This is an optimization exercise on Yosys and OpenROAD, whose aim is small area, a short achievable clock period and few clock cycles per item, not a production implementation. At most, simulation tests tie the RTL to the original design; equivalence was not proved. Power and IR drop assume default switching activity.

the previous run:
==> flow/design.v <==
module cobsr_encoder (
    input  wire       clk,
    input  wire       rst,         
    input  wire       in_valid,
    output wire       in_ready,
    input  wire [7:0] in_data,
    input  wire       in_last,
    output wire       out_valid,
    input  wire       out_ready,
    output wire [7:0] out_data,
    output wire       out_last
);
    localparam integer N  = 257;   
    localparam integer Q  = 8;     
    localparam integer QB = 3;     
    function [8:0] inc;            
        input [8:0] x;
        inc = (x == N - 1) ? 9'd0 : x + 9'd1;
    endfunction
    reg  [7:0] ring [0:N-1];
    wire [7:0] tap = ring[N-1];    
    reg        tap_mk;             
    reg        wr_en;
    reg        wr_mk;              
    integer i;
    always @(posedge clk) begin
        ring[0] <= !wr_en ? tap : (wr_mk ? 8'h00 : ad);
        for (i = 1; i < N; i = i + 1)
            ring[i] <= ring[i-1];
        tap_mk <= (ring[N-2] == 8'h00);
    end
    reg  [8:0] acc;                
    reg  [8:0] wp;                 
    reg  [8:0] rp;                 
    reg        w_at, r_at;         
    reg        empty, full;        
    wire [8:0] acc1 = inc(acc);
    wire [255:0] mk;
    assign mk[0] = 1'b0;
    genvar g;
    generate
        for (g = 1; g < 256; g = g + 1) begin : g_mk
            assign mk[g] = (ring[N-2-g] == 8'h00);
        end
    endgenerate
    function [7:0] first1;
        input [255:0] m;
        reg   [255:0]  vv;
        reg   [2047:0] ix;             
        integer l, k;
        begin
            vv = m;
            ix = 2048'd0;
            for (l = 0; l < 8; l = l + 1) begin
                for (k = 0; k < 128; k = k + 1) begin
                    if (k < (128 >> l)) begin
                        ix[8*k +: 8] = vv[2*k] ? ix[16*k +: 8]
                                               : (ix[16*k+8 +: 8] | (8'd1 << l));
                        vv[k] = vv[2*k] | vv[2*k+1];
                    end
                end
            end
            first1 = ix[7:0];
        end
    endfunction
    reg  [7:0] code_r;             
    reg        closed_r;           
    reg        av, bv;
    reg  [7:0] ad, bd;
    reg        al, bl;
    reg        az, bz;             
    assign in_ready = !bv;
    wire take_in = in_valid && !bv;
    reg  consume;
    reg        msg_open;           
    reg        dpend;              
    reg  [7:0] rlen;               
    reg        full_run;           
    reg  [8:0] cur_c;              
    reg  [8:0] fin_f;              
    reg  [8:0] q_f [0:Q-1];
    reg  [7:0] q_v [0:Q-1];        
    reg  [QB-1:0] q_hd, q_tl;
    reg        q_empty;
    reg  [QB:0]   nfl;             
    reg        fl_full;            
    reg        q_push, q_pop;
    reg  [8:0] push_f;
    reg  [7:0] push_v;
    reg        pu_r;               
    reg  [8:0] pu_f;
    reg  [7:0] pu_v;
    reg        ov, sv;
    reg  [7:0] od, sd;
    reg        ol, sl;
    assign out_valid = ov;
    assign out_data  = od;
    assign out_last  = ol;
    wire take_out = ov && out_ready;
    reg        ofinal;             
    wire [8:0] hd_f = q_f[q_hd];
    wire [7:0] hd_v = q_v[q_hd];
    wire fin_now = !q_empty && (hd_f == acc);
    wire rd      = r_at && !empty && !sv && (!tap_mk || ofinal || closed_r);
    reg  [7:0] rd_byte;
    reg        rd_last;
    always @* begin
        if (!tap_mk) begin
            rd_byte = tap;
            rd_last = 1'b0;
        end else if (ofinal) begin
            rd_byte = 8'h00;
            rd_last = 1'b1;
        end else begin
            rd_byte = (fin_now && hd_v != 8'h00) ? hd_v : code_r;
            rd_last = 1'b0;
        end
    end
    wire can_wr = w_at && (!full || !sv);
    wire reduce = al && !az && (ad > rlen + 8'd1);
    always @* begin
        wr_en   = 1'b0;
        wr_mk   = 1'b1;
        consume = 1'b0;
        q_push  = 1'b0;
        push_f  = fin_f;
        push_v  = 8'h00;
        if (can_wr) begin
            if (dpend) begin
                wr_en  = 1'b1;
                q_push = 1'b1;
            end else if (av && !msg_open) begin
                wr_en  = !fl_full;
            end else if (av && full_run) begin
                wr_en  = 1'b1;
            end else if (av) begin
                wr_en   = 1'b1;
                consume = 1'b1;
                wr_mk   = az || reduce;
                if (reduce) begin
                    q_push = 1'b1;
                    push_f = cur_c;
                    push_v = ad;
                end
            end
        end
    end
    wire inc_c = wr_en && !rd;
    wire dec_c = rd && !wr_en;
    wire [8:0] wp1 = inc(wp);
    wire [8:0] rp1 = inc(rp);
    wire start = wr_en && !dpend && !msg_open;
    always @(posedge clk) begin
        closed_r <= !(msg_open && cur_c == acc1);
        code_r   <= first1(mk);
        if (rst) begin
            acc      <= 9'd0;
            wp       <= 9'd0;
            rp       <= 9'd0;
            w_at     <= 1'b1;
            r_at     <= 1'b1;
            empty    <= 1'b1;
            full     <= 1'b0;
            av       <= 1'b0;
            bv       <= 1'b0;
            msg_open <= 1'b0;
            dpend    <= 1'b0;
            q_hd     <= {QB{1'b0}};
            q_tl     <= {QB{1'b0}};
            q_empty  <= 1'b1;
            nfl      <= {(QB+1){1'b0}};
            fl_full  <= 1'b0;
            pu_r     <= 1'b0;
            ov       <= 1'b0;
            sv       <= 1'b0;
            ofinal   <= 1'b0;
        end else begin
            acc <= acc1;
            if (wr_en) wp <= wp1;
            if (rd)    rp <= rp1;
            if (empty && !wr_en) begin
                wp <= acc1;
                rp <= acc1;
            end
            w_at <= wr_en || empty || (wp == acc1);
            r_at <= rd || (empty && !wr_en) || (rp == acc1);
            if (inc_c) begin
                empty <= 1'b0;
                full  <= (wp1 == rp);
            end else if (dec_c) begin
                empty <= (rp1 == wp);
                full  <= 1'b0;
            end
            if (consume) begin
                if (bv) begin
                    ad <= bd; al <= bl; az <= bz; bv <= 1'b0;
                end else if (take_in) begin
                    ad <= in_data; al <= in_last; az <= (in_data == 8'h00);
                end else begin
                    av <= 1'b0;
                end
            end else if (take_in) begin
                if (av) begin
                    bd <= in_data; bl <= in_last; bz <= (in_data == 8'h00);
                    bv <= 1'b1;
                end else begin
                    ad <= in_data; al <= in_last; az <= (in_data == 8'h00);
                    av <= 1'b1;
                end
            end
            if (wr_en) begin
                if (dpend) begin
                    dpend    <= 1'b0;
                    msg_open <= 1'b0;
                end else if (!msg_open || !consume || az) begin
                    msg_open <= 1'b1;
                    cur_c    <= wp;
                    rlen     <= 8'd0;
                    full_run <= 1'b0;
                    if (consume && al) begin
                        dpend <= 1'b1;
                        fin_f <= wp;
                    end
                end else if (reduce) begin
                    msg_open <= 1'b0;
                end else begin
                    rlen     <= rlen + 8'd1;
                    full_run <= (rlen == 8'd253);
                    if (al) begin
                        dpend <= 1'b1;
                        fin_f <= cur_c;
                    end
                end
            end
            pu_r <= q_push;
            pu_f <= push_f;
            pu_v <= push_v;
            if (pu_r) begin
                q_f[q_tl] <= pu_f;
                q_v[q_tl] <= pu_v;
                q_tl      <= q_tl + 1'b1;
            end
            if (q_pop)
                q_hd <= q_hd + 1'b1;
            if (pu_r && !q_pop)
                q_empty <= 1'b0;
            else if (q_pop && !pu_r)
                q_empty <= (q_hd + 1'b1 == q_tl);
            if (start && !q_pop) begin
                nfl     <= nfl + 1'b1;
                fl_full <= (nfl == Q - 1);
            end else if (q_pop && !start) begin
                nfl     <= nfl - 1'b1;
                fl_full <= 1'b0;
            end
            if (rd && tap_mk)
                ofinal <= !ofinal && fin_now;
            if (sv) begin
                if (take_out) begin
                    od <= sd; ol <= sl; sv <= 1'b0;
                end
            end else if (rd) begin
                if (!ov || take_out) begin
                    od <= rd_byte; ol <= rd_last; ov <= 1'b1;
                end else begin
                    sd <= rd_byte; sl <= rd_last; sv <= 1'b1;
                end
            end else if (take_out) begin
                ov <= 1'b0;
            end
        end
    end
    always @* q_pop = rd && tap_mk && ofinal;
endmodule
export LEC_CHECK = 0
export CAP_MARGIN = 20
export CORE_MARGIN = 2
export CORE_UTILIZATION = 65
export PLACE_DENSITY = 0.75
export SETUP_SLACK_MARGIN = 5
export SLEW_MARGIN = 20
create_clock -name core_clock -period 9.0 [get_ports {clk}]
run.sh (not shown) runs the stock make flow with config.mk's settings and CLKGATE_MAP_FILE= SYNTH_SCRIPT=/design/flow/synth_recipe.tcl, a recipe that flattens the netlist after the stock synthesis.
The previous run finished every step from synthesis to the final layout, and the layout passed the timing, DRC and antenna checks.
Testbench counts of the previous run, summed over its fixed seeds: cycles 43,362, bytes 40,795.
Relative to the previous run, the following input files were edited for the current run:
--- a/flow/design.v
+++ b/flow/design.v
@@ -34,4 +34,5 @@
     reg  [8:0] rp;                 
     reg        w_at, r_at;         
+    reg  [8:0] cnt;                
     reg        empty, full;        
     wire [8:0] acc1 = inc(acc);
@@ -82,13 +83,9 @@
     reg  [7:0] q_v [0:Q-1];        
     reg  [QB-1:0] q_hd, q_tl;
-    reg        q_empty;
-    reg  [QB:0]   nfl;             
-    reg        fl_full;            
+    reg  [QB:0]   q_n;
+    reg        q_full;
     reg        q_push, q_pop;
     reg  [8:0] push_f;
     reg  [7:0] push_v;
-    reg        pu_r;               
-    reg  [8:0] pu_f;
-    reg  [7:0] pu_v;
     reg        ov, sv;
     reg  [7:0] od, sd;
@@ -101,5 +98,5 @@
     wire [8:0] hd_f = q_f[q_hd];
     wire [7:0] hd_v = q_v[q_hd];
-    wire fin_now = !q_empty && (hd_f == acc);
+    wire fin_now = (q_n != 0) && (hd_f == acc);
     wire rd      = r_at && !empty && !sv && (!tap_mk || ofinal || closed_r);
     reg  [7:0] rd_byte;
@@ -131,5 +128,5 @@
                 q_push = 1'b1;
             end else if (av && !msg_open) begin
-                wr_en  = !fl_full;
+                wr_en  = !q_full;
             end else if (av && full_run) begin
                 wr_en  = 1'b1;
@@ -148,7 +145,4 @@
     wire inc_c = wr_en && !rd;
     wire dec_c = rd && !wr_en;
-    wire [8:0] wp1 = inc(wp);
-    wire [8:0] rp1 = inc(rp);
-    wire start = wr_en && !dpend && !msg_open;
     always @(posedge clk) begin
         closed_r <= !(msg_open && cur_c == acc1);
@@ -160,4 +154,5 @@
             w_at     <= 1'b1;
             r_at     <= 1'b1;
+            cnt      <= 9'd0;
             empty    <= 1'b1;
             full     <= 1'b0;
@@ -168,8 +163,6 @@
             q_hd     <= {QB{1'b0}};
             q_tl     <= {QB{1'b0}};
-            q_empty  <= 1'b1;
-            nfl      <= {(QB+1){1'b0}};
-            fl_full  <= 1'b0;
-            pu_r     <= 1'b0;
+            q_n      <= {(QB+1){1'b0}};
+            q_full   <= 1'b0;
             ov       <= 1'b0;
             sv       <= 1'b0;
@@ -177,6 +170,6 @@
         end else begin
             acc <= acc1;
-            if (wr_en) wp <= wp1;
-            if (rd)    rp <= rp1;
+            if (wr_en) wp <= inc(wp);
+            if (rd)    rp <= inc(rp);
             if (empty && !wr_en) begin
                 wp <= acc1;
@@ -186,8 +179,10 @@
             r_at <= rd || (empty && !wr_en) || (rp == acc1);
             if (inc_c) begin
+                cnt   <= cnt + 9'd1;
                 empty <= 1'b0;
-                full  <= (wp1 == rp);
+                full  <= (cnt == N - 1);
             end else if (dec_c) begin
-                empty <= (rp1 == wp);
+                cnt   <= cnt - 9'd1;
+                empty <= (cnt == 9'd1);
                 full  <= 1'b0;
             end
@@ -233,24 +228,17 @@
                 end
             end
-            pu_r <= q_push;
-            pu_f <= push_f;
-            pu_v <= push_v;
-            if (pu_r) begin
-                q_f[q_tl] <= pu_f;
-                q_v[q_tl] <= pu_v;
+            if (q_push) begin
+                q_f[q_tl] <= push_f;
+                q_v[q_tl] <= push_v;
                 q_tl      <= q_tl + 1'b1;
             end
             if (q_pop)
                 q_hd <= q_hd + 1'b1;
-            if (pu_r && !q_pop)
-                q_empty <= 1'b0;
-            else if (q_pop && !pu_r)
-                q_empty <= (q_hd + 1'b1 == q_tl);
-            if (start && !q_pop) begin
-                nfl     <= nfl + 1'b1;
-                fl_full <= (nfl == Q - 1);
-            end else if (q_pop && !start) begin
-                nfl     <= nfl - 1'b1;
-                fl_full <= 1'b0;
+            if (q_push && !q_pop) begin
+                q_n    <= q_n + 1'b1;
+                q_full <= (q_n == Q - 1);
+            end else if (q_pop && !q_push) begin
+                q_n    <= q_n - 1'b1;
+                q_full <= 1'b0;
             end
             if (rd && tap_mk)
[summary]
- As of the current run, detailed-route wire length per cell had fallen slightly compared to the previous run.
- Min synthesized area across the previous run and the current run: the current run
- Core utilization delta (the current run -> the previous run): insignificant
- The current run vs the previous run on clock-buffer cell count: the current run is the higher one.
- [compare] base=the previous run new=the current run: number of standard cells in the layout, taps in and fillers out barely changed; number of vias after detailed routing level.
- Summary of the current run over the previous run: post-route clock skew essentially unchanged; summed area of non-filler cells in the final layout decreased 430 sq um.
- [the current run] relative contribution of the clock network to total power fell 1.1 points relative to the previous run
- Final total power across the previous run and the current run: no real change.
- Final-layout non-clock buffer area share: lower on the previous run
- Number of sequential storage elements of the current run falls short of that of the previous run slightly.
Function not checked in the current run: the RTL went through the layout flow alone.

port drivers added, routing unchanged:
The flow's constraints put no driver on any port. The routed layouts listed below were extracted and timed again, unchanged, in two steps.
Step 1, drivers: a clkbuf_16 drives clk and a buf_2 each remaining input, both assumed.
Step 2 also shifts input and output timing later by t, the mid clock arrival at the registers, as if the neighbouring blocks saw the same clock.
a / b / c = ideal ports / drivers / drivers and shift; a / b = the first two.
run | shift t [ns] | slack for setup (ns) | worst setup path after step 2 | clock arrival spread, ns | cell pins on the clock port's net
the previous run | 0.836 | 5.263 / 5.266 / 4.463 | input to register | 0.035 / 0.036 | 1
the current run | 0.835 | 5.144 / 5.144 / 4.566 | input to register | 0.037 / 0.036 | 1
After both steps every run listed still meets setup and hold. The setup slack of the previous run, which loses most, moves by +0.003 ns with the drivers and by -0.800 ns with both steps.
